This is an optimization exercise on Yosys and OpenROAD, whose aim is small area, a short achievable clock period and few clock cycles, not a production implementation. Function was checked by simulation only, so behaviour that the tests miss may differ from the original. Power and IR drop assume default switching activity.

--- flow/design.v ---
module fbd_seq (
    input  wire        clk,
    input  wire        rst,
    input  wire        cmd_valid,
    input  wire [1:0]  cmd_op,         
    output wire        cmd_ready,
    input  wire [31:0] sample_rate,    
    input  wire        max_loop_en,
    input  wire [15:0] max_loop,
    output wire        playing,
    output wire        mem_req,
    output wire [15:0] mem_addr,
    input  wire        mem_gnt,
    input  wire        mem_rvalid,
    input  wire [7:0]  mem_rdata,
    output wire        ev_valid,
    output wire [2:0]  ev_kind,        
    output wire [1:0]  ev_ch,
    output wire [11:0] ev_data
);
    localparam [1:0] OP_LOAD = 2'd0, OP_TICK = 2'd1, OP_END = 2'd2, OP_SAMPLE = 2'd3;
    localparam [2:0] EV_TONE = 3'd0, EV_VOL = 3'd1, EV_MODE = 3'd2, EV_NOISE = 3'd3, EV_PULL = 3'd4;
    localparam [1:0] PH_ATTACK = 2'd0, PH_DECAY = 2'd1, PH_SUSTAIN = 2'd2, PH_RELEASE = 2'd3;
    localparam [4:0]
        S_IDLE   = 5'd0,
        S_TCH    = 5'd1,
        S_CTONE  = 5'd2,
        S_CVOL   = 5'd3,
        S_OP     = 5'd4,
        S_NDUR   = 5'd5,
        S_PEEK   = 5'd6,
        S_NVOL   = 5'd7,
        S_ARG    = 5'd8,
        S_STK    = 5'd9,
        S_PSCAN  = 5'd10,
        S_PPAR   = 5'd11,
        S_TITLE  = 5'd12,
        S_HDR    = 5'd13,
        S_LDEV   = 5'd14,
        S_MUL1   = 5'd15,
        S_MUL2   = 5'd16,
        S_DIV    = 5'd17,
        S_SETUP  = 5'd18,
        S_END    = 5'd19,
        S_POL    = 5'd20,
        S_PEND   = 5'd21,
        S_REFILL = 5'd22,
        S_FIN    = 5'd23;
    localparam integer CW = 211;
    reg [CW-1:0] cs0, cs1, cs2;
    reg [25:0]   cf0, cf1, cf2;
    wire [7:0]   fd0 = cf0[25:18];
    wire [7:0]   fd1 = cf0[17:10];
    wire [7:0]   fd2 = cf0[9:2];
    wire [1:0]   fn  = cf0[1:0];
    reg  [7:0]   n_fd0, n_fd1, n_fd2;
    reg  [1:0]   n_fn;
    wire [25:0]  ncf = {n_fd0, n_fd1, n_fd2, n_fn};
    wire        pres0;
    wire [15:0] cur0;
    wire [7:0]  rem0;
    wire        tied0;
    wire [2:0]  oct0;
    wire [3:0]  semi0;
    wire [3:0]  vol0;
    wire [15:0] det0;
    wire [15:0] lpc0;
    wire [7:0]  tsl0;      
    wire        tj40;      
    wire        tb30;      
    wire [7:0]  ecur0;
    wire [1:0]  eph0;
    wire [7:0]  eal0, ear0, edr0, esl0, esr0, err0;
    wire        len0;
    wire [7:0]  ldly0, lspd0, ldep0;
    wire [15:0] ldisp0;
    wire [7:0]  lwait0, ldcnt0;
    wire        lneg0;
    wire [15:0] leff0;
    assign {pres0, cur0, rem0, tied0, oct0, semi0, vol0, det0, lpc0, tsl0, tj40, tb30,
            ecur0, eph0, eal0, ear0, edr0, esl0, esr0, err0,
            len0, ldly0, lspd0, ldep0, ldisp0, lwait0, ldcnt0, lneg0, leff0} = cs0;
    wire pres1 = cs1[CW-1];
    wire        pres1_u;
    wire [15:0] cur1, det1, lpc1, ldisp1, leff1;
    wire [7:0]  rem1, ecur1, eal1, ear1, edr1, esl1, esr1, err1, ldly1, lspd1, ldep1, lwait1, ldcnt1;
    wire        tied1, len1, lneg1;
    wire [2:0]  oct1;
    wire [3:0]  semi1, vol1;
    wire [7:0]  tsl1;
    wire        tj41, tb31;
    wire [1:0]  eph1;
    assign {pres1_u, cur1, rem1, tied1, oct1, semi1, vol1, det1, lpc1, tsl1, tj41, tb31,
            ecur1, eph1, eal1, ear1, edr1, esl1, esr1, err1,
            len1, ldly1, lspd1, ldep1, ldisp1, lwait1, ldcnt1, lneg1, leff1} = cs1;
    wire [1:0]  fn1  = cf1[1:0];
    wire        pf_ok = pres1 && (rem1 == 8'd1);
    wire pres2 = cs2[CW-1];
    wire        pres2_u;
    wire [15:0] cur2, det2, lpc2, ldisp2, leff2;
    wire [7:0]  rem2, ecur2, eal2, ear2, edr2, esl2, esr2, err2, ldly2, lspd2, ldep2, lwait2, ldcnt2;
    wire        tied2, len2, lneg2;
    wire [2:0]  oct2;
    wire [3:0]  semi2, vol2;
    wire [7:0]  tsl2;
    wire        tj42, tb32;
    wire [1:0]  eph2;
    assign {pres2_u, cur2, rem2, tied2, oct2, semi2, vol2, det2, lpc2, tsl2, tj42, tb32,
            ecur2, eph2, eal2, ear2, edr2, esl2, esr2, err2,
            len2, ldly2, lspd2, ldep2, ldisp2, lwait2, ldcnt2, lneg2, leff2} = cs2;
    reg         n_pres;
    reg  [15:0] n_cur;
    reg  [7:0]  n_rem;
    reg         n_tied;
    reg  [2:0]  n_oct;
    reg  [3:0]  n_semi;
    reg  [3:0]  n_vol;
    reg  [15:0] n_det;
    reg  [15:0] n_lpc;
    reg  [7:0]  n_tsl;
    reg         n_tj4, n_tb3;
    reg  [7:0]  n_ecur;
    reg  [1:0]  n_eph;
    reg  [7:0]  n_eal, n_ear, n_edr, n_esl, n_esr, n_err;
    reg         n_len;
    reg  [7:0]  n_ldly, n_lspd, n_ldep;
    reg  [15:0] n_ldisp;
    reg  [7:0]  n_lwait, n_ldcnt;
    reg         n_lneg;
    reg  [15:0] n_leff;
    reg         rot;
    wire [CW-1:0] ncs = {n_pres, n_cur, n_rem, n_tied, n_oct, n_semi, n_vol, n_det, n_lpc, n_tsl, n_tj4, n_tb3,
                         n_ecur, n_eph, n_eal, n_ear, n_edr, n_esl, n_esr, n_err,
                         n_len, n_ldly, n_lspd, n_ldep, n_ldisp, n_lwait, n_ldcnt, n_lneg, n_leff};
    reg [15:0] sk_start [0:23];
    reg [15:0] sk_end   [0:23];
    reg [7:0]  sk_cnt   [0:23];
    reg        sk_val   [0:23];
    wire        t_ne    = (tsl0 != 8'd0);
    wire [7:0]  psl     = t_ne ? {tsl0[6:0], 1'b0} : 8'd1;    
    wire [7:0]  bsl     = {1'b0, tsl0[7:1]};                   
    reg  [23:0] rsel, psel, bsel;
    reg  [15:0] t_start, t_end;
    reg  [7:0]  t_cnt, b_cnt;
    reg         t_val, b_val;
    integer     si;
    always @(*) begin
        t_start = 16'd0;
        t_end   = 16'd0;
        t_cnt   = 8'd0;
        t_val   = 1'b0;
        b_cnt   = 8'd0;
        b_val   = 1'b0;
        for (si = 0; si < 24; si = si + 1) begin
            rsel[si] = (ch == si / 8) && tsl0[si % 8];
            psel[si] = (ch == si / 8) && psl[si % 8];
            bsel[si] = (ch == si / 8) && bsl[si % 8];
            if (rsel[si]) begin
                t_start = t_start | sk_start[si];
                t_end   = t_end   | sk_end[si];
                t_cnt   = t_cnt   | sk_cnt[si];
                t_val   = t_val   | sk_val[si];
            end
            if (bsel[si]) begin
                b_cnt   = b_cnt   | sk_cnt[si];
                b_val   = b_val   | sk_val[si];
            end
        end
    end
    wire        b_tj4   = (bsl != 8'd0) && (b_cnt != 8'd1);
    wire        b_tb3   = (bsl != 8'd0) && (b_cnt == 8'd1) && b_val;
    reg        sw_start, sw_end, sw_cnt, sw_val;
    reg        sw_top;     
    reg [15:0] sw_addr;
    reg [7:0]  sw_cntv;
    reg        sw_valv;
    reg  [4:0]  state;
    reg         ready_r;
    reg  [1:0]  ch;
    reg         from_s;
    reg         pflag;
    reg         ml_en;
    reg  [15:0] ml;
    reg  [31:0] W;             
    reg  [12:0] rr;            
    reg  [13:0] er;            
    reg  [19:0] bud;           
    reg  [15:0] ptab;
    reg  [15:0] pa;
    reg  [7:0]  a0;
    reg  [7:0]  op;
    reg  [4:0]  k;
    reg  [15:0] fa;
    reg         fs7;
    reg         fen;
    reg         req_r;
    reg         drop_r;
    reg         evv;
    reg  [2:0]  evk;
    reg  [1:0]  evc;
    reg  [11:0] evd;
    assign cmd_ready = ready_r;
    assign playing   = pres0 | pres1 | pres2;
    assign mem_req   = req_r;
    assign mem_addr  = fa;
    assign ev_valid  = evv;
    assign ev_kind   = evk;
    assign ev_ch     = evc;
    assign ev_data   = evd;
    function [15:0] tone_table;
        input [3:0] semi;
        case (semi)
            4'd0:    tone_table = 16'd3200;
            4'd1:    tone_table = 16'd3020;
            4'd2:    tone_table = 16'd2851;
            4'd3:    tone_table = 16'd2691;
            4'd4:    tone_table = 16'd2540;
            4'd5:    tone_table = 16'd2397;
            4'd6:    tone_table = 16'd2263;
            4'd7:    tone_table = 16'd2136;
            4'd8:    tone_table = 16'd2016;
            4'd9:    tone_table = 16'd1903;
            4'd10:   tone_table = 16'd1796;
            4'd11:   tone_table = 16'd1695;
            default: tone_table = 16'd0;
        endcase
    endfunction
    function [6:0] pitch_split;
        input [6:0] p;
        integer i;
        reg [2:0] o;
        reg [6:0] s;
        begin
            o = 3'd0;
            for (i = 1; i < 8; i = i + 1)
                if (p >= i * 12) o = i;
            s = p - o * 12;
            pitch_split = {o, s[3:0]};
        end
    endfunction
    function [11:0] note_base;
        input [6:0] p;
        reg [6:0] ps;
        begin
            ps = pitch_split(p);
            note_base = tone_table(ps[3:0]);
        end
    endfunction
    reg  signed [16:0] A, B;
    wire [15:0]        base0    = tone_table(semi0);
    wire [15:0]        base1    = tone_table(semi1);
    wire signed [16:0] p_rot    = $signed({5'b00000, base1[11:0]}) + $signed(det1);
    wire [15:0]        eff_nt   = tied0 ? leff0 : 16'd0;
    wire signed [16:0] b_note   = $signed({det0[15], det0}) + $signed({eff_nt[15], eff_nt});
    wire        lf1_fire = len1 && (lwait1 <= 8'd1);
    wire [15:0] lf1_eff  = lneg1 ? leff1 - ldisp1 : leff1 + ldisp1;
    reg         nx_fire;
    wire [15:0] nx_eff = B[15:0];
    wire signed [17:0] tone_sum = $signed({A[16], A}) + $signed({B[16], B});
    wire signed [17:0] tone_shr = tone_sum >>> oct0;
    wire [11:0] tone_out = (tone_shr < 18'sd1)    ? 12'd1 :
                           (tone_shr > 18'sd4095) ? 12'd4095 : tone_shr[11:0];
    wire [8:0] att_sum  = {1'b0, ecur1} + {1'b0, ear1};
    wire [7:0] e_rate   = (eph1 == PH_DECAY) ? edr1 : (eph1 == PH_SUSTAIN) ? esr1 : err1;
    wire [7:0] e_sub    = (ecur1 > e_rate) ? ecur1 - e_rate : 8'd0;
    reg  [7:0] env_cur;
    reg  [1:0] env_ph;
    reg  [7:0] nx_cur;
    reg  [1:0] nx_ph;
    always @(*) begin
        env_cur = e_sub;
        env_ph  = eph1;
        case (eph1)
            PH_ATTACK: begin
                if (att_sum[8]) begin
                    env_cur = 8'd255;
                    env_ph  = PH_DECAY;
                end else begin
                    env_cur = att_sum[7:0];
                end
            end
            PH_DECAY: begin
                if (e_sub < esl1) begin
                    env_cur = esl1;
                    env_ph  = PH_SUSTAIN;
                end
            end
            default: ;
        endcase
    end
    wire        lf_fire = nx_fire;
    wire        lf_flip = (ldcnt0 <= 8'd1);
    wire [7:0]  vol_in   = (state == S_TCH) ? nx_cur : ecur0;
    wire [11:0] vol_prod = vol_in * vol0;
    wire [3:0]  vol_out  = vol_prod[11:8];
    wire        sr_ok    = (sample_rate >= 32'd60) && (sample_rate <= 32'd42949672);
    wire [13:0] div_tr   = {rr, W[31]};
    wire        div_ge   = (div_tr >= 14'd5994);
    wire [31:0] w_x5     = W + {W[29:0], 2'b00};
    wire [13:0] er_sum   = er + {1'b0, rr};
    wire        lp_hit   = pres0 && (lpc0 >= ml);
    wire        granted  = req_r & mem_gnt;
    wire        arrive   = mem_rvalid & ~drop_r;
    wire        hv       = (fn != 2'd0);
    wire [7:0]  hb       = fd0;
    reg  [4:0]  n_state;
    reg         n_ready;
    reg  [1:0]  n_ch;
    reg         n_from_s, n_pflag;
    reg  [15:0] n_ptab, n_pa;
    reg  [7:0]  n_a0, n_op;
    reg  [4:0]  n_k;
    reg         n_evv;
    reg  [2:0]  n_evk;
    reg  [1:0]  n_evc;
    reg  [11:0] n_evd;
    reg         consume, flush, resume;
    reg  [15:0] ftgt;
    reg         fstr7;
    reg         carry, zdep, clr_fifos;
    task start_stream;
        input [15:0] a;
        input        s7;
        begin
            flush = 1'b1;
            ftgt  = a;
            fstr7 = s7;
        end
    endtask
    task emit;
        input [2:0]  kd;
        input [1:0]  c;
        input [11:0] d;
        begin
            n_evv = 1'b1;
            n_evk = kd;
            n_evc = c;
            n_evd = d;
        end
    endtask
    task chan_done;
        begin
            rot = 1'b1;
            if (ch == 2'd2) begin
                n_ch = 2'd0;
                if (from_s && (n_pres | pres1 | pres2)) begin
                    n_state = S_REFILL;
                end else begin
                    n_state = S_IDLE;
                    n_ready = 1'b1;
                end
            end else begin
                n_ch    = ch + 2'd1;
                n_state = S_TCH;
            end
        end
    endtask
    task lfo_restart;
        input [7:0] dly;
        input [7:0] dp;
        begin
            n_lwait = dly;
            n_ldcnt = {1'b0, dp[7:1]};
            n_lneg  = 1'b0;
            n_leff  = 16'd0;
        end
    endtask
    task fresh_part;
        input [15:0] start;
        input        present;
        begin
            n_pres  = present;
            n_cur   = start;
            n_rem   = 8'd1;
            n_tied  = 1'b0;
            n_oct   = 3'd0;
            n_semi  = 4'd12;
            n_vol   = 4'd15;
            n_det   = 16'd0;
            n_lpc   = 16'd0;
            n_tsl   = 8'd0;
            n_tj4   = 1'b0;
            n_tb3   = 1'b0;
            n_ecur  = 8'd0;
            n_eph   = PH_RELEASE;
            n_eal   = 8'd255;
            n_ear   = 8'd255;
            n_edr   = 8'd0;
            n_esl   = 8'd0;
            n_esr   = 8'd0;
            n_err   = 8'd255;
            n_len   = 1'b0;
            n_ldly  = 8'd0;
            n_lspd  = 8'd0;
            n_ldep  = 8'd0;
            n_ldisp = 16'd0;
            n_lwait = 8'd0;
            n_ldcnt = 8'd0;
            n_lneg  = 1'b0;
            n_leff  = 16'd0;
        end
    endtask
    wire [15:0] hdr_val = {hb, a0};
    wire [6:0]  psplit  = pitch_split(hb[6:0]);
    task do_op;
        begin
            consume = 1'b1;
            n_cur   = cur0 + 16'd1;
            n_op    = hb;
            n_k     = 5'd0;
            n_state = S_OP;
            if (hb < 8'h80) begin
                n_rem = {1'b0, hb[6:0]} + 8'd1;
                if (!tied0) n_eph = PH_RELEASE;
                chan_done;
            end else if (hb < 8'hE0) begin
                n_oct   = psplit[6:4];
                n_semi  = psplit[3:0];
                if (!tied0) begin
                    n_ecur = eal0;
                    n_eph  = (eal0 == 8'd255) ? PH_DECAY : PH_ATTACK;
                    lfo_restart(ldly0, ldep0);
                end
                n_state = S_NDUR;
            end else begin
                case (hb)
                    8'hE0, 8'hE1, 8'hE2, 8'hE5, 8'hE9, 8'hEA, 8'hEB, 8'hEC:
                        n_state = S_ARG;
                    8'hE3: begin
                        if (tb30) begin
                            n_cur = t_end;
                            n_tsl = bsl;
                            n_tj4 = b_tj4;
                            n_tb3 = b_tb3;
                            start_stream(t_end, 1'b0);
                        end
                    end
                    8'hE4: if (t_ne) begin
                        sw_top  = 1'b1;
                        sw_end  = 1'b1;
                        sw_val  = 1'b1;
                        sw_cnt  = 1'b1;
                        sw_addr = cur0 + 16'd1;
                        sw_valv = 1'b1;
                        sw_cntv = (t_cnt == 8'd0) ? 8'd0 : t_cnt - 8'd1;
                        if (!tj40) begin
                            n_tsl = bsl;
                            n_tj4 = b_tj4;
                            n_tb3 = b_tb3;
                        end else begin
                            if (t_cnt == 8'd0 && lpc0 != 16'hFFFF) n_lpc = lpc0 + 16'd1;
                            n_tj4 = (t_cnt != 8'd2);
                            n_tb3 = (t_cnt == 8'd2);
                            n_cur = t_start;
                            start_stream(t_start, 1'b0);
                        end
                    end
                    8'hE6: if (vol0 != 4'd15) n_vol = vol0 + 4'd1;
                    8'hE7: if (vol0 != 4'd0)  n_vol = vol0 - 4'd1;
                    default: begin
                        emit(EV_VOL, ch, 12'd0);
                        n_pres = 1'b0;
                        chan_done;
                    end
                endcase
            end
        end
    endtask
    always @(*) begin
        {n_pres, n_cur, n_rem, n_tied, n_oct, n_semi, n_vol, n_det, n_lpc, n_tsl, n_tj4, n_tb3,
         n_ecur, n_eph, n_eal, n_ear, n_edr, n_esl, n_esr, n_err,
         n_len, n_ldly, n_lspd, n_ldep, n_ldisp, n_lwait, n_ldcnt, n_lneg, n_leff} = cs0;
        rot      = 1'b0;
        carry    = 1'b0;
        zdep     = 1'b0;
        clr_fifos = 1'b0;
        n_state  = state;
        n_ready  = ready_r;
        n_ch     = ch;
        n_from_s = from_s;
        n_pflag  = pflag;
        n_ptab   = ptab;
        n_pa     = pa;
        n_a0     = a0;
        n_op     = op;
        n_k      = k;
        n_evv    = 1'b0;
        n_evk    = evk;
        n_evc    = evc;
        n_evd    = evd;
        consume  = 1'b0;
        flush    = 1'b0;
        resume   = 1'b0;
        ftgt     = cur0;
        fstr7    = 1'b0;
        sw_start = 1'b0;
        sw_end   = 1'b0;
        sw_cnt   = 1'b0;
        sw_val   = 1'b0;
        sw_top   = 1'b0;
        sw_addr  = cur0 + 16'd1;
        sw_cntv  = hb;
        sw_valv  = 1'b0;
        case (state)
            S_IDLE: if (cmd_valid) begin
                case (cmd_op)
                    OP_LOAD: begin
                        clr_fifos = 1'b1;
                        if (sr_ok) begin
                            n_ready = 1'b0;
                            n_pa    = 16'd0;
                            n_ch    = 2'd0;
                            n_state = S_TITLE;
                            start_stream(16'd0, 1'b0);
                        end
                    end
                    OP_TICK: begin
                        n_ready  = 1'b0;
                        n_ch     = 2'd0;
                        n_from_s = 1'b0;
                        n_state  = S_TCH;
                    end
                    OP_END: begin
                        n_ready = 1'b0;
                        n_ch    = 2'd0;
                        n_state = S_END;
                    end
                    default: if (pres0 | pres1 | pres2) begin    
                        emit(EV_PULL, 2'd0, 12'd0);
                        if (bud == 20'd1) begin
                            n_ready = 1'b0;
                            n_ch    = 2'd0;
                            n_pflag = 1'b0;
                            n_state = S_POL;
                        end
                    end
                endcase
            end
            S_TCH: begin
                if (!pres0) begin
                    chan_done;
                end else begin
                    n_rem = rem0 - 8'd1;
                    if (rem0 != 8'd1) begin
                        if (len0) begin
                            if (!lf_fire) begin
                                n_lwait = lwait0 - 8'd1;
                            end else begin
                                n_lwait = lspd0;
                                n_leff  = nx_eff;
                                if (lf_flip) begin
                                    n_ldcnt = ldep0;
                                    n_lneg  = ~lneg0;
                                end else begin
                                    n_ldcnt = ldcnt0 - 8'd1;
                                end
                            end
                        end
                        n_ecur = nx_cur;
                        n_eph  = nx_ph;
                        if (lf_fire) begin
                            emit(EV_TONE, ch, tone_out);
                            n_state = S_CVOL;
                        end else begin
                            emit(EV_VOL, ch, {8'd0, vol_out});
                            chan_done;
                        end
                    end else begin
                        resume  = !fen;
                        n_state = S_OP;
                        if (hv) do_op;
                    end
                end
            end
            S_CTONE: begin
                emit(EV_TONE, ch, tone_out);
                n_state = S_CVOL;
            end
            S_CVOL: begin
                emit(EV_VOL, ch, {8'd0, vol_out});
                chan_done;
            end
            S_OP: if (hv) do_op;
            S_NDUR: if (hv) begin
                consume = 1'b1;
                n_cur   = cur0 + 16'd1;
                n_rem   = hb;
                emit(EV_TONE, ch, tone_out);
                n_state = S_PEEK;
            end
            S_PEEK: if (hv) begin
                if (hb == 8'hE8) begin
                    consume = 1'b1;
                    n_cur   = cur0 + 16'd1;
                    n_tied  = 1'b1;
                end else begin
                    n_tied  = 1'b0;
                end
                emit(EV_VOL, ch, {8'd0, vol_out});
                chan_done;
            end
            S_ARG: if (hv) begin
                consume = 1'b1;
                n_cur   = cur0 + 16'd1;
                n_k     = k + 5'd1;
                n_state = S_OP;
                case (op)
                    8'hE0: begin
                        n_a0    = hb;
                        n_pa    = ptab;
                        n_state = S_PSCAN;
                        start_stream(ptab, 1'b1);
                    end
                    8'hE1: n_vol = (hb > 8'd15) ? 4'd15 : hb[3:0];
                    8'hE2: if (!tsl0[7]) begin
                        sw_start = 1'b1;
                        sw_cnt   = 1'b1;
                        sw_val   = 1'b1;
                        sw_addr  = cur0 + 16'd1;
                        sw_cntv  = hb;
                        sw_valv  = 1'b0;
                        n_tsl    = psl;
                        n_tj4    = (hb != 8'd1);
                        n_tb3    = 1'b0;
                    end
                    8'hE5: emit(EV_NOISE, 2'd0, {4'd0, hb});
                    8'hEB: begin
                        n_len = (hb != 8'd0);
                        lfo_restart(ldly0, ldep0);
                    end
                    8'hEC: emit(EV_MODE, ch, (hb == 8'd1) ? 12'd1 :
                                             (hb == 8'd2) ? 12'd2 :
                                             (hb == 8'd3) ? 12'd3 : 12'd0);
                    8'hE9: begin
                        if (k[0] == 1'b0) begin
                            n_det[7:0] = hb;
                            n_state    = S_ARG;
                        end else begin
                            n_det[15:8] = hb;
                        end
                    end
                    default: begin   
                        case (k[2:0])
                            3'd0: begin n_ldly = hb;        n_state = S_ARG; end
                            3'd1: begin n_lspd = hb;        n_state = S_ARG; end
                            3'd2: begin n_ldep = hb;        n_state = S_ARG; end
                            3'd3: begin n_ldisp[7:0] = hb;  n_state = S_ARG; end
                            default: begin
                                n_ldisp[15:8] = hb;
                                n_len         = 1'b1;
                                lfo_restart(ldly0, ldep0);
                            end
                        endcase
                    end
                endcase
            end
            S_PSCAN: if (hv) begin
                if (hb == 8'hFF) begin
                    n_state = S_OP;
                    start_stream(cur0, 1'b0);
                end else if (hb == a0) begin
                    n_k     = 5'd0;
                    n_state = S_PPAR;
                    start_stream(pa + 16'd1, 1'b0);
                end else begin
                    consume = 1'b1;
                    n_pa    = pa + 16'd7;
                end
            end
            S_PPAR: if (hv) begin
                consume = 1'b1;
                n_k     = k + 5'd1;
                case (k[2:0])
                    3'd0:    n_eal = hb;
                    3'd1:    n_ear = hb;
                    3'd2:    n_edr = hb;
                    3'd3:    n_esl = hb;
                    3'd4:    n_esr = hb;
                    default: n_err = hb;
                endcase
                if (k[2:0] == 3'd5) begin
                    n_state = S_OP;
                    start_stream(cur0, 1'b0);
                end
            end
            S_TITLE: if (hv) begin
                consume = 1'b1;
                if (hb == 8'd0) begin
                    n_k     = 5'd0;
                    n_state = S_HDR;
                end else begin
                    n_pa = pa + 16'd1;
                end
            end
            S_HDR: if (hv) begin
                consume = 1'b1;
                n_k     = k + 5'd1;
                if (k[0]) n_a0 = hb;
                if (k[3:0] == 4'd2) n_ptab = hdr_val + pa;
                if (k[3:0] == 4'd4 || k[3:0] == 4'd6 || k[3:0] == 4'd8) begin
                    fresh_part(hdr_val + pa, hdr_val != 16'd0);
                    rot   = 1'b1;
                    zdep  = 1'b1;
                    carry = (k[3:0] != 4'd8);
                    n_ch  = (ch == 2'd2) ? 2'd0 : ch + 2'd1;
                end
                if (k[3:0] == 4'd8) begin
                    n_k     = 5'd0;
                    n_state = S_LDEV;
                end
            end
            S_LDEV: begin
                n_k = k + 5'd1;
                case (k[3:0])
                    4'd0: emit(EV_MODE,  2'd0, 12'd1);
                    4'd1: emit(EV_VOL,   2'd0, 12'd0);
                    4'd2: emit(EV_TONE,  2'd0, 12'd0);
                    4'd3: emit(EV_MODE,  2'd1, 12'd1);
                    4'd4: emit(EV_VOL,   2'd1, 12'd0);
                    4'd5: emit(EV_TONE,  2'd1, 12'd0);
                    4'd6: emit(EV_MODE,  2'd2, 12'd1);
                    4'd7: emit(EV_VOL,   2'd2, 12'd0);
                    4'd8: emit(EV_TONE,  2'd2, 12'd0);
                    default: begin
                        emit(EV_NOISE, 2'd0, 12'd0);
                        n_state = S_MUL1;
                    end
                endcase
            end
            S_MUL1:  n_state = S_MUL2;
            S_MUL2: begin
                n_k     = 5'd0;
                n_state = S_DIV;
            end
            S_DIV: begin
                n_k = k + 5'd1;
                if (k == 5'd31) n_state = S_SETUP;
            end
            S_SETUP: begin
                n_state = S_IDLE;
                n_ready = 1'b1;
            end
            S_END, S_PEND: begin
                if (pres0) emit(EV_VOL, ch, 12'd0);
                n_pres = 1'b0;
                rot    = 1'b1;
                if (ch == 2'd2) begin
                    n_ch    = 2'd0;
                    n_state = S_IDLE;
                    n_ready = 1'b1;
                end else begin
                    n_ch = ch + 2'd1;
                end
            end
            S_POL: begin
                rot     = 1'b1;
                n_pflag = pflag | lp_hit;
                if (ch == 2'd2) begin
                    n_ch = 2'd0;
                    if (ml_en && (pflag | lp_hit)) begin
                        n_state = S_PEND;
                    end else begin
                        n_from_s = 1'b1;
                        n_state  = S_TCH;
                    end
                end else begin
                    n_ch = ch + 2'd1;
                end
            end
            S_REFILL: begin
                n_state = S_IDLE;
                n_ready = 1'b1;
            end
            S_FIN: begin
                if (from_s && (pres0 | pres1 | pres2)) begin
                    n_state = S_REFILL;
                end else begin
                    n_state = S_IDLE;
                    n_ready = 1'b1;
                end
            end
            default: begin
                n_state = S_IDLE;
                n_ready = 1'b1;
            end
        endcase
        n_fd0 = consume ? fd1 : fd0;
        n_fd1 = consume ? fd2 : fd1;
        n_fd2 = fd2;
        n_fn  = fn - {1'b0, consume};
        if (arrive) begin
            case (n_fn)
                2'd0:    n_fd0 = mem_rdata;
                2'd1:    n_fd1 = mem_rdata;
                default: n_fd2 = mem_rdata;
            endcase
            n_fn = n_fn + 2'd1;
        end
        if (flush || clr_fifos) n_fn = 2'd0;
    end
    always @(posedge clk) begin
        if (rot) begin
            cs0 <= cs1;
            cs1 <= cs2;
            cs2 <= ncs;
            cf0 <= carry ? ncf : cf1;
            cf1 <= cf2;
            cf2 <= zdep ? {ncf[25:2], 2'b00} : ncf;
        end else begin
            cs0 <= ncs;
            cf0 <= ncf;
            if (clr_fifos) begin
                cf1[1:0] <= 2'd0;
                cf2[1:0] <= 2'd0;
            end
        end
        for (si = 0; si < 24; si = si + 1) begin
            if (sw_top ? rsel[si] : psel[si]) begin
                if (sw_start) sk_start[si] <= sw_addr;
                if (sw_end)   sk_end[si]   <= sw_addr;
                if (sw_cnt)   sk_cnt[si]   <= sw_cntv;
                if (sw_val)   sk_val[si]   <= sw_valv;
            end
        end
        state   <= n_state;
        if (rot) begin
            nx_cur <= env_cur;
            nx_ph  <= env_ph;
        end
        if (rot) begin
            A       <= p_rot;
            B       <= {lf1_eff[15], lf1_eff};
            nx_fire <= lf1_fire;
        end else if (state == S_OP || (state == S_TCH && rem0 == 8'd1)) begin
            A       <= {5'b00000, note_base(fd0[6:0])};
            B       <= b_note;
        end
        ready_r <= n_ready;
        ch      <= n_ch;
        from_s  <= n_from_s;
        pflag   <= n_pflag;
        ptab    <= n_ptab;
        pa      <= n_pa;
        a0      <= n_a0;
        op      <= n_op;
        k       <= n_k;
        evv     <= n_evv;
        evk     <= n_evk;
        evc     <= n_evc;
        evd     <= n_evd;
        if (state == S_IDLE && cmd_valid && cmd_op == OP_LOAD && sr_ok) begin
            W     <= sample_rate;
            ml_en <= max_loop_en;
            ml    <= max_loop;
        end
        if (state == S_MUL1) begin
            W  <= w_x5;
            rr <= 13'd0;
        end
        if (state == S_MUL2) W <= {w_x5[29:0], 2'b00};
        if (state == S_DIV) begin
            W  <= {W[30:0], div_ge};
            rr <= div_ge ? div_tr[12:0] - 13'd5994 : div_tr[12:0];
        end
        if (state == S_SETUP) begin
            bud <= W[19:0];
            er  <= {1'b0, rr} - 14'd5994;
        end
        if (state == S_IDLE && cmd_valid && cmd_op == OP_SAMPLE && playing)
            bud <= bud - 20'd1;
        if (state == S_REFILL) begin
            if (!er_sum[13]) begin
                er  <= er_sum - 14'd5994;
                bud <= W[19:0] + 20'd1;
            end else begin
                er  <= er_sum;
                bud <= W[19:0];
            end
        end
        if (rot && !carry) begin
            drop_r <= granted;
            fa     <= cur1 + {14'd0, fn1};
            fs7    <= 1'b0;
            fen    <= pf_ok;
            req_r  <= pf_ok && (fn1 != 2'd3);
        end else if (clr_fifos && !flush) begin
            drop_r <= granted;
            fen    <= 1'b0;
            req_r  <= 1'b0;
        end else if (flush) begin
            drop_r <= granted;
            fa     <= ftgt;
            fs7    <= fstr7;
            fen    <= 1'b1;
            req_r  <= 1'b1;
        end else begin
            drop_r <= 1'b0;
            if (resume) begin
                fa  <= cur0 + {14'd0, fn};
                fs7 <= 1'b0;
                fen <= 1'b1;
            end else if (granted) begin
                fa  <= fa + (fs7 ? 16'd7 : 16'd1);
            end
            req_r <= (fen | resume) &&
                     ({1'b0, n_fn} + {2'b00, granted} <= 3'd2);
        end
        if (rst) begin
            state   <= S_IDLE;
            ready_r <= 1'b1;
            ch      <= 2'd0;
            evv     <= 1'b0;
            req_r   <= 1'b0;
            fen     <= 1'b0;
            drop_r  <= 1'b0;
            cs0[CW-1] <= 1'b0;
            cs1[CW-1] <= 1'b0;
            cs2[CW-1] <= 1'b0;
        end
    end
endmodule
--- flow/run.sh ---
#!/bin/bash
# synth_recipe.tcl (not shown) runs the flow's synth.tcl, then flattens the netlist and writes it again
# the make line also repeats each setting of config.mk as NAME=value (left out here)
make -C /OpenROAD-flow-scripts/flow DESIGN_CONFIG=/design/flow/config.mk WORK_HOME=/design/flow/orfs CLKGATE_MAP_FILE= SYNTH_SCRIPT=/design/flow/synth_recipe.tcl finish
--- flow/config.mk ---
export PLATFORM = sky130hd
export DESIGN_NAME = fbd_seq
export DESIGN_NICKNAME = fbd_seq
export VERILOG_FILES = /design/flow/design.v
export SDC_FILE = /design/flow/constraint.sdc
export NUM_CORES = 4
export LEC_CHECK = 0
export CAP_MARGIN = 20
export CORE_MARGIN = 2
export CORE_UTILIZATION = 40
export PLACE_DENSITY = 0.6
export SETUP_SLACK_MARGIN = 5
export SLEW_MARGIN = 20
--- flow/constraint.sdc ---
create_clock -name core_clock -period 10.0 [get_ports {clk}]
set_input_delay 2.0000 -clock core_clock [delete_from_list [all_inputs] [get_ports {clk}]]
set_output_delay 2.0000 -clock core_clock [all_outputs]
set_load 0.01 [all_outputs]
==> results by group, run 1 <==
Run status
  • Status: finished clean

Critical path
  • CP most frequent cell: buf_4
  • Critical path class: register to register
  • Crit path launch type: register
  • Worst setup EP type: register
  • Worst path arrival time: 5640 ps
  • Worst path bufs/invs: 2
  • Slowest CP cell: buf_4
  • Required time of the worst setup path: 10,660 ps
  • Top delay family on crit path: compound AO/OA/AOI/OAI gates
  • CP Max Fanout: 64
  • Worst path cell trace: buf_4, and3b_2, buf_4, a22oi_1, nand2_1, nor4_1, a31oi_1, o21ai_0, a21oi_1, a2111oi_0, a221oi_1
  • Critical path's largest stage delay: 750 ps
  • R2R setup slack: 5020 ps

GRT
  • Pin count of the biggest net entering global routing: 196
  • Antenna violations before repair: 13
  • Global-route usage over all layers: 26.2%
  • First-pass GRT wire length: 462 mm
  • Total gr overflow: 0
  • Vias in the first global route: 67,100

CTS
  • CTS Buf Count: 210
  • H-tree Lvls: 4
  • Worst-Skew Late Latency: 920 ps
  • CTS max path bufs: 3
  • CTS tree: done
  • Root buffer cell: clkbuf_16
  • CTS hold repair buffers: 0
  • Worst-path clk slew: 70 ps
  • Clock sink total: 1,946

Synthesis
  • Post-Syn Instances: 7,983
  • Post-Syn Area per Cell: 11.6 um2
  • Synthesized area: 0.0928 mm2
  • Post-synth EDFFs: 1,682
  • Post-Syn Nets: 8,301
  • Synth top area cells: edfxtp_1, dfxtp_1, nand2_1
  • Asr flop ratio synth: 0%
  • Synth top area share: 54.4%
  • Main flop type after synthesis: edfxtp_1
  • Cell variety after synth: 113
  • Synth Register Bits: 1,946
  • Register area share after synthesis: 60.1%
  • Yosys warning count: 5
  • Largest area contributor in the netlist: edfxtp_1

Timing
  • Hold WS: 385 ps
  • Worst setup margin: 5020 ps
  • Max-slew violations: 0
  • Setup violations, final: 0
  • Final min period: 4980 ps
  • RSZ-0062 raised after global routing: no
  • Setup Skew: 105 ps
  • Relative slew margins: 21.6%
  • Period utilization: 49.8%
  • Final Hold Vio Count: 0
  • Measured slew at the worst slew-check pin: 1170 ps
  • Fmax: 201 MHz
  • Final setup TNS: 0 ps

Final layout
  • Sequential cell area: 0.0558 mm2
  • Fillcell total: 20,900
  • Leading cell type in the layout, fill and taps excluded: edfxtp_1
  • Final nets: 8,383
  • Share of cells above drive strength 1: 10.8%
  • Post-layout util: 45.9%
  • Commonest cells after routing, fill and taps aside: edfxtp_1, nand2_1, nor2_1
  • Area growth syn-to-layout: 14.0%
  • Multi-input logic area: 0.0351 mm2

Routing
  • Initial DRT Pass Iterations: 9
  • Vias per cell: 6.27
  • # DRC: 0
  • Detail Route Antenna Nets: 0
  • Initial detailed-routing violation count: 9,581
  • Final WL: 321 mm
  • DR vias: 70,700
  • Wire per inst: 28.5 um

Place
  • Final GP Congestion: 0.959
  • I/O Buffers: 100
  • HPWL Detailed: 203 mm
  • Post-place setup slack: 3710 ps

Die
  • Io pins: 101
  • # rows: 176
  • Die area: 0.236 mm2
  • Die Width: 486 um
  • Die H: 486 um
  • Core Area: 0.230 mm2
  • Initial Util: 40.3%

Power and ir drop
  • VDD IR max: 0.357 mV
  • Lkg Pwr: 37.0 nW
  • PD cells: 359 mW/mm2
  • PnR Total Power: 38.0 mW

Job
  • Max Cap Viol: 0

Hold path
  • Worst Hold Class: register to register
[where the power goes]
part           total, mW  internal [mW]  switching, mW
combinational       16.2           5.36           10.9
clock               8.02           4.54           3.48
sequential          13.8           12.2           1.54
[per-stage QoR]
| step | cell area [um2] | std cells |
|---|---|---|
| global placement | 97900 | 10900 |
| CTS | 105000 | 11300 |
| floorplan | 92800 | 7983 |
| finish | 106000 | 11300 |
| global route | 106000 | 11300 |
| detailed placement | 97900 | 10900 |
[worst register-to-register path, delay by kind of cell (launching register included)]
family | cells | cell delay, ps
AND/OR/NAND/NOR | 3 | 1030
buffers and inverters | 2 | 1250
AO/OA/AOI/OAI | 6 | 2020
flip-flops | 1 | 520
[kinds of logic (layout without fill, tap and decap cells)]
family,after synthesis,count (layout),synth area share [%]
xor+xnor,270,270,2.55
flops,1946,1946,60.1
buf+inv,680,948,2.93
mux,178,178,2.09
other cells,0,9,0
fa+ha+maj,255,255,3.62
compound gates,2216,2218,16.5
simple gates,2438,2438,12.2
[registers in the layout, indices dropped and copies added (netlist names), 12 cells and up]
name      cells
ml           16
cf2          26
er           14
ptab         16
rr           13
cs2         211
cf1          26
W            32
B            17
fa           16
cs0         211
pa           16
sk_cnt      192
A            17
base1        12
sk_end      384
sk_val       21
evd          12
sk_start    384
cs1         211
bud          20
cf0          26
[area by class of cell]
class                      count  share of cell area [%]
multi-input combinational   5359                    33.2
timing repair buffer         346                    2.91
timing repair inverter         2                  0.0130
tap                         3026                    3.58
inverter                     200                   0.734
clock inverter               133                    1.43
clock buffer                 267                    5.34
antenna                        9                  0.0213
sequential                  1946                    52.8
[cells in the mapped netlist, types with 61 or more instances]
cell      instances
edfxtp_1       1682
buf_2           101
o21ai_0         392
nor2_1          590
nand3_1         200
a211oi_1         85
nor3_1          127
a21o_1           64
xnor2_1         169
dfxtp_1         264
clkbuf_1        324
mux2i_1          81
a221oi_1        111
o22ai_1          61
inv_1           192
nand4_1          81
xor2_1          101
a22o_1          188
a22oi_1         275
ha_1            231
a31oi_1          89
a21oi_1         407
mux2_2           71
nand2_1         979
[path summary, 6_finish.rpt]
kind                       endpoint  cells past startpoint          startpoint
setup / recovery    fa[5]$_DFFE_PP_                     11  ch[0]$_SDFFE_PP0P_
hold / removal    cs1[41]$_DFFE_PP_                      0   cs2[41]$_DFFE_PP_
setup reg to reg    fa[5]$_DFFE_PP_                     11  ch[0]$_SDFFE_PP0P_
hold reg to reg   cs1[41]$_DFFE_PP_                      0   cs2[41]$_DFFE_PP_
[layer usage]
| layer | track usage [%] | vias to the layer above | wire [um] |
|---|---|---|---|
| met5 | 0 | - | 78 |
| met4 | 9.58 | 12 | 12900 |
| met3 | 4.98 | 760 | 31900 |
| met2 | 41.7 | 4104 | 147000 |
| met1 | 35.6 | 35200 | 129000 |
| li1 | - | 30700 | - |
[what timing repair did]
action	in CTS	in global routing
setup endpoints to repair	903	149
gates cloned	4	3
setup buffers	4	11
pin swaps	3	8
gates resized for setup	47	49
Testbench counts, summed over its fixed seeds: cycles 38,745.
==> run 2: changes to the inputs <==
--- a/flow/design.v
+++ b/flow/design.v
@@ -45,7 +45,8 @@
         S_POL    = 5'd20,
         S_PEND   = 5'd21,
         S_REFILL = 5'd22,
-        S_FIN    = 5'd23;
+        S_FIN    = 5'd23,
+        S_LCHK   = 5'd24;
     localparam integer CW = 211;
     reg [CW-1:0] cs0, cs1, cs2;
     reg [25:0]   cf0, cf1, cf2;
@@ -169,11 +170,6 @@
     end
     wire        b_tj4   = (bsl != 8'd0) && (b_cnt != 8'd1);
     wire        b_tb3   = (bsl != 8'd0) && (b_cnt == 8'd1) && b_val;
-    reg        sw_start, sw_end, sw_cnt, sw_val;
-    reg        sw_top;     
-    reg [15:0] sw_addr;
-    reg [7:0]  sw_cntv;
-    reg        sw_valv;
     reg  [4:0]  state;
     reg         ready_r;
     reg  [1:0]  ch;
@@ -182,6 +178,10 @@
     reg         ml_en;
     reg  [15:0] ml;
     reg  [31:0] W;             
+    reg  [31:0] sr_tmp;
+    reg         mle_tmp;
+    reg  [15:0] ml_tmp;
+    reg         srok_r;
     reg  [12:0] rr;            
     reg  [13:0] er;            
     reg  [19:0] bud;           
@@ -201,8 +201,10 @@
     reg  [11:0] evd;
     assign cmd_ready = ready_r;
     assign playing   = pres0 | pres1 | pres2;
-    assign mem_req   = req_r;
-    assign mem_addr  = fa;
+    wire        early;
+    wire [15:0] early_a;
+    assign mem_req   = req_r | early;
+    assign mem_addr  = early ? early_a : fa;
     assign ev_valid  = evv;
     assign ev_kind   = evk;
     assign ev_ch     = evc;
@@ -299,10 +301,34 @@
     wire [31:0] w_x5     = W + {W[29:0], 2'b00};
     wire [13:0] er_sum   = er + {1'b0, rr};
     wire        lp_hit   = pres0 && (lpc0 >= ml);
-    wire        granted  = req_r & mem_gnt;
+    wire        granted  = mem_req & mem_gnt;
     wire        arrive   = mem_rvalid & ~drop_r;
     wire        hv       = (fn != 2'd0);
     wire [7:0]  hb       = fd0;
+    localparam [2:0] C_REST = 3'd0, C_NOTE = 3'd1, C_ARG = 3'd2, C_BRK = 3'd3,
+                     C_REND = 3'd4, C_VUP = 3'd5, C_VDN = 3'd6, C_TERM = 3'd7;
+    function [5:0] bclass;       
+        input [7:0] b;
+        reg [2:0] c;
+        begin
+            if (b < 8'h80)      c = C_REST;
+            else if (b < 8'hE0) c = C_NOTE;
+            else case (b)
+                8'hE0, 8'hE1, 8'hE2, 8'hE5, 8'hE9, 8'hEA, 8'hEB, 8'hEC: c = C_ARG;
+                8'hE3:   c = C_BRK;
+                8'hE4:   c = C_REND;
+                8'hE6:   c = C_VUP;
+                8'hE7:   c = C_VDN;
+                default: c = C_TERM;
+            endcase
+            bclass = {b == 8'h00, b == 8'hFF, b == 8'hE8, c};
+        end
+    endfunction
+    reg  [5:0]  hc;
+    wire [2:0]  hcls     = hc[2:0];
+    wire        h_e8     = hc[3];
+    wire        h_ff     = hc[4];
+    wire        h_00     = hc[5];
     reg  [4:0]  n_state;
     reg         n_ready;
     reg  [1:0]  n_ch;
@@ -401,6 +427,14 @@
         end
     endtask
     wire [15:0] hdr_val = {hb, a0};
+    assign early   = hv && ((state == S_ARG && op == 8'hE0) ||
+                            (state == S_PSCAN && (h_ff || hb == a0)) ||
+                            (state == S_PPAR && k[2:0] == 3'd5));
+    assign early_a = (state == S_ARG) ? ptab :
+                     (state == S_PSCAN && !h_ff) ? pa + 16'd1 : cur0;
+    wire        op_here = hv && (state == S_OP || (state == S_TCH && pres0 && rem0 == 8'd1));
+    wire        rend_wr = op_here && (hcls == C_REND) && t_ne;
+    wire        push_wr = hv && (state == S_ARG) && (op == 8'hE2) && !tsl0[7];
     wire [6:0]  psplit  = pitch_split(hb[6:0]);
     task do_op;
         begin
@@ -409,11 +443,11 @@
             n_op    = hb;
             n_k     = 5'd0;
             n_state = S_OP;
-            if (hb < 8'h80) begin
+            if (hcls == C_REST) begin
                 n_rem = {1'b0, hb[6:0]} + 8'd1;
                 if (!tied0) n_eph = PH_RELEASE;
                 chan_done;
-            end else if (hb < 8'hE0) begin
+            end else if (hcls == C_NOTE) begin
                 n_oct   = psplit[6:4];
                 n_semi  = psplit[3:0];
                 if (!tied0) begin
@@ -423,10 +457,10 @@
                 end
                 n_state = S_NDUR;
             end else begin
-                case (hb)
-                    8'hE0, 8'hE1, 8'hE2, 8'hE5, 8'hE9, 8'hEA, 8'hEB, 8'hEC:
+                case (hcls)
+                    C_ARG:
                         n_state = S_ARG;
-                    8'hE3: begin
+                    C_BRK: begin
                         if (tb30) begin
                             n_cur = t_end;
                             n_tsl = bsl;
@@ -435,14 +469,7 @@
                             start_stream(t_end, 1'b0);
                         end
                     end
-                    8'hE4: if (t_ne) begin
-                        sw_top  = 1'b1;
-                        sw_end  = 1'b1;
-                        sw_val  = 1'b1;
-                        sw_cnt  = 1'b1;
-                        sw_addr = cur0 + 16'd1;
-                        sw_valv = 1'b1;
-                        sw_cntv = (t_cnt == 8'd0) ? 8'd0 : t_cnt - 8'd1;
+                    C_REND: if (t_ne) begin
                         if (!tj40) begin
                             n_tsl = bsl;
                             n_tj4 = b_tj4;
@@ -455,8 +482,8 @@
                             start_stream(t_start, 1'b0);
                         end
                     end
-                    8'hE6: if (vol0 != 4'd15) n_vol = vol0 + 4'd1;
-                    8'hE7: if (vol0 != 4'd0)  n_vol = vol0 - 4'd1;
+                    C_VUP: if (vol0 != 4'd15) n_vol = vol0 + 4'd1;
+                    C_VDN: if (vol0 != 4'd0)  n_vol = vol0 - 4'd1;
                     default: begin
                         emit(EV_VOL, ch, 12'd0);
                         n_pres = 1'b0;
@@ -493,26 +520,13 @@
         resume   = 1'b0;
         ftgt     = cur0;
         fstr7    = 1'b0;
-        sw_start = 1'b0;
-        sw_end   = 1'b0;
-        sw_cnt   = 1'b0;
-        sw_val   = 1'b0;
-        sw_top   = 1'b0;
-        sw_addr  = cur0 + 16'd1;
-        sw_cntv  = hb;
-        sw_valv  = 1'b0;
         case (state)
             S_IDLE: if (cmd_valid) begin
                 case (cmd_op)
                     OP_LOAD: begin
                         clr_fifos = 1'b1;
-                        if (sr_ok) begin
-                            n_ready = 1'b0;
-                            n_pa    = 16'd0;
-                            n_ch    = 2'd0;
-                            n_state = S_TITLE;
-                            start_stream(16'd0, 1'b0);
-                        end
+                        n_ready   = 1'b0;
+                        n_state   = S_LCHK;
                     end
                     OP_TICK: begin
                         n_ready  = 1'b0;
@@ -589,7 +603,7 @@
                 n_state = S_PEEK;
             end
             S_PEEK: if (hv) begin
-                if (hb == 8'hE8) begin
+                if (h_e8) begin
                     consume = 1'b1;
                     n_cur   = cur0 + 16'd1;
                     n_tied  = 1'b1;
@@ -613,12 +627,6 @@
                     end
                     8'hE1: n_vol = (hb > 8'd15) ? 4'd15 : hb[3:0];
                     8'hE2: if (!tsl0[7]) begin
-                        sw_start = 1'b1;
-                        sw_cnt   = 1'b1;
-                        sw_val   = 1'b1;
-                        sw_addr  = cur0 + 16'd1;
-                        sw_cntv  = hb;
-                        sw_valv  = 1'b0;
                         n_tsl    = psl;
                         n_tj4    = (hb != 8'd1);
                         n_tb3    = 1'b0;
@@ -655,7 +663,7 @@
                 endcase
             end
             S_PSCAN: if (hv) begin
-                if (hb == 8'hFF) begin
+                if (h_ff) begin
                     n_state = S_OP;
                     start_stream(cur0, 1'b0);
                 end else if (hb == a0) begin
@@ -683,9 +691,20 @@
                     start_stream(cur0, 1'b0);
                 end
             end
+            S_LCHK: begin
+                if (srok_r) begin
+                    n_pa    = 16'd0;
+                    n_ch    = 2'd0;
+                    n_state = S_TITLE;
+                    start_stream(16'd0, 1'b0);
+                end else begin
+                    n_state = S_IDLE;
+                    n_ready = 1'b1;
+                end
+            end
             S_TITLE: if (hv) begin
                 consume = 1'b1;
-                if (hb == 8'd0) begin
+                if (h_00) begin
                     n_k     = 5'd0;
                     n_state = S_HDR;
                 end else begin
@@ -815,11 +834,15 @@
             end
         end
         for (si = 0; si < 24; si = si + 1) begin
-            if (sw_top ? rsel[si] : psel[si]) begin
-                if (sw_start) sk_start[si] <= sw_addr;
-                if (sw_end)   sk_end[si]   <= sw_addr;
-                if (sw_cnt)   sk_cnt[si]   <= sw_cntv;
-                if (sw_val)   sk_val[si]   <= sw_valv;
+            if (push_wr && psel[si]) begin
+                sk_start[si] <= cur0 + 16'd1;
+                sk_cnt[si]   <= hb;
+                sk_val[si]   <= 1'b0;
+            end
+            if (rend_wr && rsel[si]) begin
+                sk_end[si]   <= cur0 + 16'd1;
+                sk_cnt[si]   <= (t_cnt == 8'd0) ? 8'd0 : t_cnt - 8'd1;
+                sk_val[si]   <= 1'b1;
             end
         end
         state   <= n_state;
@@ -848,10 +871,14 @@
         evk     <= n_evk;
         evc     <= n_evc;
         evd     <= n_evd;
-        if (state == S_IDLE && cmd_valid && cmd_op == OP_LOAD && sr_ok) begin
-            W     <= sample_rate;
-            ml_en <= max_loop_en;
-            ml    <= max_loop;
+        sr_tmp  <= sample_rate;
+        mle_tmp <= max_loop_en;
+        ml_tmp  <= max_loop;
+        srok_r  <= sr_ok;
+        if (state == S_LCHK && srok_r) begin
+            W     <= sr_tmp;
+            ml_en <= mle_tmp;
+            ml    <= ml_tmp;
         end
         if (state == S_MUL1) begin
             W  <= w_x5;
@@ -877,6 +904,7 @@
                 bud <= W[19:0];
             end
         end
+        hc <= (rot && !carry) ? bclass(cf1[25:18]) : bclass(n_fd0);
         if (rot && !carry) begin
             drop_r <= granted;
             fa     <= cur1 + {14'd0, fn1};
@@ -888,8 +916,13 @@
             fen    <= 1'b0;
             req_r  <= 1'b0;
         end else if (flush) begin
-            drop_r <= granted;
-            fa     <= ftgt;
+            if (early) begin
+                drop_r <= 1'b0;
+                fa     <= ftgt + (granted ? (fstr7 ? 16'd7 : 16'd1) : 16'd0);
+            end else begin
+                drop_r <= granted;
+                fa     <= ftgt;
+            end
             fs7    <= fstr7;
             fen    <= 1'b1;
             req_r  <= 1'b1;
==> run 2 against run 1 <==
Effect of this change:
- fmax down 1.2%
- clock-buffer cell count down 8
- clock skew up 28 ps
- design area rose by 5.1%
- first-iteration DRC count is 13% higher
- still clean on timing, DRC and antenna
- sequential share of layout area down 1.7 points
==> results by group, run 2 <==
GRT
  • First-pass GRT wire length: 500 mm
  • Global-route usage over all layers: 27.7%
  • Antenna violations before repair: 23
  • Total gr overflow: 0
  • Pin count of the biggest net entering global routing: 182
  • Vias in the first global route: 71,200

Critical path
  • Top delay family on crit path: simple AND/OR/NAND/NOR gates
  • Slowest CP cell: or3b_4
  • Worst path arrival time: 3040 ps
  • CP most frequent cell: buf_12
  • Required time of the worst setup path: 8000 ps
  • Crit path launch type: register
  • Critical path's largest stage delay: 480 ps
  • Worst path bufs/invs: 5
  • R2R setup slack: 4970 ps
  • Worst setup EP type: output pin
  • Critical path class: register to output pin
  • CP Max Fanout: 7
  • Worst path cell trace: buf_12, or3b_4, nor3_4, buf_12, buf_12, buf_16, nand3_4, o211ai_1, a31oi_1, buf_2

Routing
  • Initial detailed-routing violation count: 10,900
  • DR vias: 75,400
  • # DRC: 0
  • Initial DRT Pass Iterations: 20
  • Wire per inst: 29.2 um
  • Vias per cell: 6.26
  • Detail Route Antenna Nets: 0
  • Final WL: 352 mm

Die
  • Die Width: 493 um
  • Die H: 493 um
  • Io pins: 101
  • Die area: 0.243 mm2
  • Core Area: 0.238 mm2
  • Initial Util: 40.3%
  • # rows: 179

Power and ir drop
  • Lkg Pwr: 39.8 nW
  • VDD IR max: 0.273 mV
  • PD cells: 355 mW/mm2
  • PnR Total Power: 39.5 mW

Run status
  • Status: finished clean

Synthesis
  • Synth top area cells: edfxtp_1, dfxtp_1, nand2_1
  • Largest area contributor in the netlist: edfxtp_1
  • Yosys warning count: 5
  • Post-Syn Instances: 8,543
  • Post-synth EDFFs: 1,661
  • Cell variety after synth: 101
  • Post-Syn Area per Cell: 11.2 um2
  • Most frequent cell after synthesis: edfxtp_1
  • Asr flop ratio synth: 0%
  • Commonest cells post-synth: edfxtp_1, nand2_1, o21ai_0
  • Main flop type after synthesis: edfxtp_1
  • Synth top area share: 52.1%
  • Synth Register Bits: 2,002
  • Register area share after synthesis: 59.2%
  • Synthesized area: 0.0957 mm2
  • Post-Syn Nets: 8,863

Final layout
  • Post-layout util: 46.7%
  • Leading cell type in the layout, fill and taps excluded: edfxtp_1
  • Area growth syn-to-layout: 16.1%
  • Design Area, Final: 0.111 mm2
  • Final nets: 9,005
  • Fillcell total: 21,400
  • Commonest cells after routing, fill and taps aside: edfxtp_1, nand2_1, o21ai_0
  • Regs by FF count: sk_end (384), sk_start (384)
  • Post-Layout Cell Count: 12,000
  • Share of cells above drive strength 1: 12.6%

CTS
  • Root buffer cell: clkbuf_16
  • Worst-Skew Late Latency: 940 ps
  • CTS max path bufs: 3
  • Worst-path clk slew: 70 ps
  • Clock sink total: 2,002
  • H-tree Lvls: 4
  • CTS hold repair buffers: 0
  • CTS Buf Count: 213
  • CTS tree: done

Hold path
  • Worst Hold Class: register to register

Timing
  • Setup violations, final: 0
  • Max-slew violations: 0
  • Final min period: 5040 ps
  • Hold WS: 364 ps
  • Final setup TNS: 0 ps
  • Period utilization: 50.4%
  • Setup Skew: 133 ps
  • RSZ-0062 raised after global routing: yes
  • Fmax: 198 MHz
  • Measured slew at the worst slew-check pin: 1220 ps
  • Worst setup margin: 4960 ps
  • Relative slew margins: 17.7%
  • Final Hold Vio Count: 0

Place
  • Post-place setup slack: 4010 ps
  • Cell Area, Placed: 0.101 mm2
  • DP Cell Count: 11,500
  • Final GP Congestion: 0.964
  • HPWL Detailed: 224 mm
  • I/O Buffers: 100

Job
  • Max Cap Viol: 0
==> run 2: changes by cell type in the layout (fill, tap and decap cells not counted), moves of 30 or more <==
| cell | previous run | this run |
|---|---|---|
| buf_4 | 222 | 280 |
| inv_1 | 190 | 228 |
| a22oi_1 | 275 | 241 |
| nand2_1 | 972 | 1256 |
| a221oi_1 | 110 | 79 |
| dfxtp_1 | 244 | 318 |
| a22o_1 | 188 | 158 |
| o21ai_0 | 385 | 593 |
| a222oi_1 | 41 | 103 |
==> run 2: cells by family (layout without fill, tap and decap cells) <==
group / count (synthesis) / count (layout) / share of synthesized area, %
other: 0 / 8 / 0
AOI/OAI and AO/OA: 2406 / 2410 / 17.0
DFF: 2002 / 2002 / 59.2
muxes: 178 / 178 / 2.03
xor gates and xnor gates: 281 / 281 / 2.57
and+or+nand+nor: 2642 / 2643 / 12.3
adders and majority gates: 256 / 256 / 3.53
buffers and inverters: 778 / 1102 / 3.26
==> run 2: layer usage <==
metal / vias to the layer above / wire, um / track usage [%] / part of all wire, %
li1: 32600 / - / - / -
met1: 37200 / 144000 / 38.6 / 41
met2: 4664 / 156000 / 42.4 / 44
met3: 949 / 35200 / 4.92 / 10
met4: 14 / 17200 / 12.2 / 4.9
met5: - / 112 / 0 / 0.032
==> run 2: worst paths after layout <==
path                          from          endpoint  depth (start not counted)
min reg2reg      ml_tmp[5]$_DFF_P_   ml[5]$_DFFE_PP_                          0
max          state[0]$_SDFFE_PP0P_      mem_addr[11]                         10
min              ml_tmp[5]$_DFF_P_   ml[5]$_DFFE_PP_                          0
max reg2reg       cs0[136]$_DFF_P_  fa[10]$_DFFE_PP_                         18
==> run 2: worst register-to-register path, cell delays in order (launching register included) <==
cell	delay, ps
dfxtp_4	750
buf_6	410
and2_1	200
buf_4	310
a22oi_1	170
nand3_1	120
nor2_1	80
a21oi_4	300
a21oi_1	180
o211ai_1	330
ha_2	300
inv_1	60
fa_1	410
nor2b_2	150
o211a_1	230
nand2b_4	100
nor4bb_4	310
xnor2_1	190
a221oi_2	90
==> run 2: area by class of cell <==
type	count	area [um2]	share of cell area (%)
clock inverters	143	1790	1.61
inverters	241	932	0.839
diodes	8	20.0	0.0180
repair buffers	459	4580	4.12
well taps	3167	3960	3.56
multi-input cells	5768	37400	33.7
clock buffers	259	5660	5.09
flip-flops and latches	2002	56800	51.1
==> run 2: timing repair <==
action	4_1_cts	5_1_grt
setup buffers	93	51
gates resized for setup	283	118
gates cloned	17	2
pin swaps	50	52
endpoints found under the setup margin	898	427
==> run 2: report_power, final <==
group / internal (mW) / switching (mW)
Clock: 4.79 / 3.61
Sequential: 12.2 / 1.45
Combinational: 5.90 / 11.5
Total: 22.9 / 16.6
Testbench counts of run 2, summed over its fixed seeds: cycles 37,676.
==> run 3: changes to the inputs <==
--- a/flow/design.v
+++ b/flow/design.v
@@ -192,6 +192,7 @@
     reg  [4:0]  k;
     reg  [15:0] fa;
     reg         fs7;
+    reg  [2:0]  lim;           
     reg         fen;
     reg         req_r;
     reg         drop_r;
@@ -201,10 +202,8 @@
     reg  [11:0] evd;
     assign cmd_ready = ready_r;
     assign playing   = pres0 | pres1 | pres2;
-    wire        early;
-    wire [15:0] early_a;
-    assign mem_req   = req_r | early;
-    assign mem_addr  = early ? early_a : fa;
+    assign mem_req   = req_r;
+    assign mem_addr  = fa;
     assign ev_valid  = evv;
     assign ev_kind   = evk;
     assign ev_ch     = evc;
@@ -301,7 +300,7 @@
     wire [31:0] w_x5     = W + {W[29:0], 2'b00};
     wire [13:0] er_sum   = er + {1'b0, rr};
     wire        lp_hit   = pres0 && (lpc0 >= ml);
-    wire        granted  = mem_req & mem_gnt;
+    wire        granted  = req_r & mem_gnt;
     wire        arrive   = mem_rvalid & ~drop_r;
     wire        hv       = (fn != 2'd0);
     wire [7:0]  hb       = fd0;
@@ -343,6 +342,7 @@
     reg         consume, flush, resume;
     reg  [15:0] ftgt;
     reg         fstr7;
+    reg         fsplice;       
     reg         carry, zdep, clr_fifos;
     task start_stream;
         input [15:0] a;
@@ -427,11 +427,6 @@
         end
     endtask
     wire [15:0] hdr_val = {hb, a0};
-    assign early   = hv && ((state == S_ARG && op == 8'hE0) ||
-                            (state == S_PSCAN && (h_ff || hb == a0)) ||
-                            (state == S_PPAR && k[2:0] == 3'd5));
-    assign early_a = (state == S_ARG) ? ptab :
-                     (state == S_PSCAN && !h_ff) ? pa + 16'd1 : cur0;
     wire        op_here = hv && (state == S_OP || (state == S_TCH && pres0 && rem0 == 8'd1));
     wire        rend_wr = op_here && (hcls == C_REND) && t_ne;
     wire        push_wr = hv && (state == S_ARG) && (op == 8'hE2) && !tsl0[7];
@@ -520,6 +515,7 @@
         resume   = 1'b0;
         ftgt     = cur0;
         fstr7    = 1'b0;
+        fsplice  = 1'b0;
         case (state)
             S_IDLE: if (cmd_valid) begin
                 case (cmd_op)
@@ -669,6 +665,7 @@
                 end else if (hb == a0) begin
                     n_k     = 5'd0;
                     n_state = S_PPAR;
+                    fsplice = 1'b1;
                     start_stream(pa + 16'd1, 1'b0);
                 end else begin
                     consume = 1'b1;
@@ -686,10 +683,7 @@
                     3'd4:    n_esr = hb;
                     default: n_err = hb;
                 endcase
-                if (k[2:0] == 3'd5) begin
-                    n_state = S_OP;
-                    start_stream(cur0, 1'b0);
-                end
+                if (k[2:0] == 3'd5) n_state = S_OP;
             end
             S_LCHK: begin
                 if (srok_r) begin
@@ -909,6 +903,7 @@
             drop_r <= granted;
             fa     <= cur1 + {14'd0, fn1};
             fs7    <= 1'b0;
+            lim    <= 3'd0;
             fen    <= pf_ok;
             req_r  <= pf_ok && (fn1 != 2'd3);
         end else if (clr_fifos && !flush) begin
@@ -916,14 +911,10 @@
             fen    <= 1'b0;
             req_r  <= 1'b0;
         end else if (flush) begin
-            if (early) begin
-                drop_r <= 1'b0;
-                fa     <= ftgt + (granted ? (fstr7 ? 16'd7 : 16'd1) : 16'd0);
-            end else begin
-                drop_r <= granted;
-                fa     <= ftgt;
-            end
+            drop_r <= granted;
+            fa     <= ftgt;
             fs7    <= fstr7;
+            lim    <= fsplice ? 3'd6 : 3'd0;
             fen    <= 1'b1;
             req_r  <= 1'b1;
         end else begin
@@ -932,8 +923,11 @@
                 fa  <= cur0 + {14'd0, fn};
                 fs7 <= 1'b0;
                 fen <= 1'b1;
+                lim <= 3'd0;
             end else if (granted) begin
-                fa  <= fa + (fs7 ? 16'd7 : 16'd1);
+                if (lim == 3'd1) fa <= cur0;
+                else             fa <= fa + (fs7 ? 16'd7 : 16'd1);
+                if (lim != 3'd0) lim <= lim - 3'd1;
             end
             req_r <= (fen | resume) &&
                      ({1'b0, n_fn} + {2'b00, granted} <= 3'd2);
@@ -946,6 +940,7 @@
             req_r   <= 1'b0;
             fen     <= 1'b0;
             drop_r  <= 1'b0;
+            lim     <= 3'd0;
             cs0[CW-1] <= 1'b0;
             cs1[CW-1] <= 1'b0;
             cs2[CW-1] <= 1'b0;
==> run 3 against run 2 <==
Effect of this change:
- non-clock buffer count decreased by 113
- design area down 2.7%
- die area fell by 0.64%
- synthesized cell count decreased by 0.67%
- worst hold slack gained 29 ps
- clock-buffer cell count rose by 10
==> results by group, run 3 <==
Run status
  • Status: finished clean

Synthesis
  • Synth top area cells: edfxtp_1, dfxtp_1, nand2_1
  • Synth Register Bits: 2,005
  • Cell variety after synth: 104
  • Largest area contributor in the netlist: edfxtp_1
  • Synthesized area: 0.0951 mm2
  • Asr flop ratio synth: 0%
  • Yosys warning count: 5
  • Main flop type after synthesis: edfxtp_1
  • Commonest cells post-synth: edfxtp_1, nand2_1, nor2_1
  • Register area share after synthesis: 59.7%
  • Post-Syn Instances: 8,486
  • Post-synth EDFFs: 1,661
  • Synth top area share: 52.4%
  • Post-Syn Nets: 8,806
  • Most frequent cell after synthesis: edfxtp_1
  • Post-Syn Area per Cell: 11.2 um2

Final layout
  • Regs by FF count: sk_end (384), sk_start (384)
  • Area growth syn-to-layout: 13.7%
  • Final nets: 8,855
  • Commonest cells after routing, fill and taps aside: edfxtp_1, nand2_1, nor2_1
  • Fillcell total: 21,500
  • Leading cell type in the layout, fill and taps excluded: edfxtp_1
  • Share of cells above drive strength 1: 10.0%

Critical path
  • Critical path's largest stage delay: 600 ps
  • Worst path bufs/invs: 5
  • Worst path arrival time: 5580 ps
  • Crit path launch type: register
  • Worst path cell trace: buf_6, nor2_1, nand2_1, o21ai_2, buf_4, nand2_1, nor3_2, buf_4, nand2_1, clkinv_1, buf_4, o21ai_0
  • Worst r2r src: state[0]$_SDFFE_PP0P_
  • Slowest CP cell: nor2_1
  • R2R cell count: 12
  • CP Max Fanout: 54
  • R2r endpoint: sk_cnt[4][0]$_DFFE_PP_
  • Top delay family on crit path: simple AND/OR/NAND/NOR gates
  • Worst setup EP type: register
  • Required time of the worst setup path: 10,600 ps
  • CP Launch Point: state[0]$_SDFFE_PP0P_
  • R2R setup slack: 5020 ps
  • Critical path class: register to register

Routing
  • Vias per cell: 6.14
  • DR vias: 73,100
  • Wire per inst: 27.5 um
  • Initial detailed-routing violation count: 10,000
  • # DRC: 0
  • Detail Route Antenna Nets: 0
  • Final WL: 327 mm
  • Initial DRT Pass Iterations: 9

CTS
  • Worst-path clk slew: 70 ps
  • CTS hold repair buffers: 0
  • CTS max path bufs: 3
  • Root buffer cell: clkbuf_16
  • Clock sink total: 2,005
  • Worst-Skew Late Latency: 890 ps
  • CTS Buf Count: 209
  • CTS tree: done
  • H-tree Lvls: 4

Hold path
  • Worst Hold Class: register to register
  • Hold Path Cell Cnt: 0
  • Critical hold path startpoint: ml_tmp[4]$_DFF_P_
  • Hold endpoint: ml[4]$_DFFE_PP_

Timing
  • Max-slew violations: 0
  • Measured slew at the worst slew-check pin: 1220 ps
  • RSZ-0062 raised after global routing: yes
  • Relative slew margins: 18.4%
  • Period utilization: 49.8%
  • Setup violations, final: 0
  • Final Hold Vio Count: 0
  • Final min period: 4980 ps
  • Final setup TNS: 0 ps
  • Fmax: 201 MHz
  • Setup Skew: 38.1 ps

Power and ir drop
  • PnR Total Power: 40.2 mW
  • PD cells: 372 mW/mm2
  • Lkg Pwr: 38.6 nW
  • VDD IR max: 0.252 mV

Die
  • Die area: 0.242 mm2
  • Io pins: 101
  • Die Width: 492 um
  • Die H: 492 um
  • # rows: 179
  • Initial Util: 40.1%
  • Core Area: 0.237 mm2

GRT
  • Total gr overflow: 0
  • Vias in the first global route: 69,800
  • Pin count of the biggest net entering global routing: 190
  • Global-route usage over all layers: 26.1%
  • First-pass GRT wire length: 475 mm
  • Antenna violations before repair: 5

Place
  • HPWL Detailed: 210 mm
  • Final GP Congestion: 0.997
  • I/O Buffers: 100

Job
  • Max Cap Viol: 0
[run 3: worst max path at each step]
stage / end / slack (ps) / cells after the start
CTS: hc[3]$_DFF_P_ / 4940 / 16
global placement: cs0[150]$_DFF_P_ / 4280 / 17
global route: nx_cur[1]$_DFFE_PP_ / 4880 / 24
floorplan: nx_cur[2]$_DFFE_PP_ / 5040 / 24
finish: sk_cnt[4][0]$_DFFE_PP_ / 5020 / 12
detailed placement: cs1[57]$_DFFE_PP_ / 4330 / 9
[run 3: cell type report]
type / instances / area [um2] / share of cell area [%]
inverters: 237 / 946 / 0.875
well taps: 3167 / 3960 / 3.66
diodes: 6 / 15.0 / 0.0139
clock inverters: 130 / 1680 / 1.55
flip-flops and latches: 2005 / 56800 / 52.5
clock buffers: 269 / 5660 / 5.23
repair buffers: 346 / 3080 / 2.85
multi-input cells: 5736 / 36000 / 33.3
[run 3: timing repair]
| item | CTS | global route |
|---|---|---|
| endpoints found under the setup margin | 590 | 392 |
| pin swaps | 2 | 16 |
| cloned | 0 | 2 |
| gates resized for setup | 30 | 68 |
| setup buffers | 5 | 28 |
[run 3: logic make-up after synthesis]
kind of cell    synth area share (%)
compound gates                  16.9
xor+xnor                        2.35
fa+ha+maj                       3.55
buf+inv                         3.19
flops                           59.7
mux                             1.59
simple gates                    12.8
[run 3: power by group]
part | internal [mW] | switching [mW] | total [mW]
sequential | 12.6 | 1.62 | 14.2
combinational | 5.86 | 11.8 | 17.6
clock | 4.87 | 3.45 | 8.32
[run 3: per-stage QoR]
step | util (%) | worst slack, ps | hold slack (ps) | cells | cell area (um2)
floorplan | - | 5040 | 386 | 8486 | 95100
global placement | 42.1 | 4280 | 394 | 11500 | 100000
detailed placement | 42.2 | 4330 | 391 | 11500 | 100000
CTS | 45.3 | 4940 | 385 | 11900 | 108000
global route | 45.6 | 4880 | 390 | 11900 | 108000
finish | 45.6 | 5020 | 393 | 11900 | 108000
[run 3: layer usage]
metal	global-route usage [%]	share of wire (%)	up-vias
met5	0	0.017	-
met4	9.77	4.2	8
met3	5.26	9.9	786
met2	41.2	46	4132
met1	35.3	40	36000
li1	-	-	32100
[run 3: worst reg2reg max path, delay by kind of cell (launching register included)]
family / cells / cell delay [ps]
buf+inv: 5 / 1680
compound gates: 2 / 350
flops: 1 / 350
simple gates: 5 / 2310
Testbench counts of run 3, summed over its fixed seeds: cycles 38,431.

==> what the ideal ports hide <==
Ports are ideal in the flow. The routed layouts listed here were re-timed in OpenROAD. Step 1, drivers: a clkbuf_16 drives clk and a buf_2 each remaining input, both assumed. Step 2 times the ports against the registers' clock, not the clock port: input delays grow and output delays shrink by t, the midpoint of the rising clock arrivals with the driver on. a / b / c = ideal / step 1 / step 2; a / b = the first two.
| run | t, ns | slack for setup (ns) |
|---|---|---|
| run 1 | 0.961 | 5.017 / 4.991 / 4.426 |
| run 2 | 0.996 | 4.958 / 4.845 / 4.697 |
| run 3 | 0.958 | 5.025 / 5.025 / 5.025 |
After both steps every run listed still meets setup and hold.
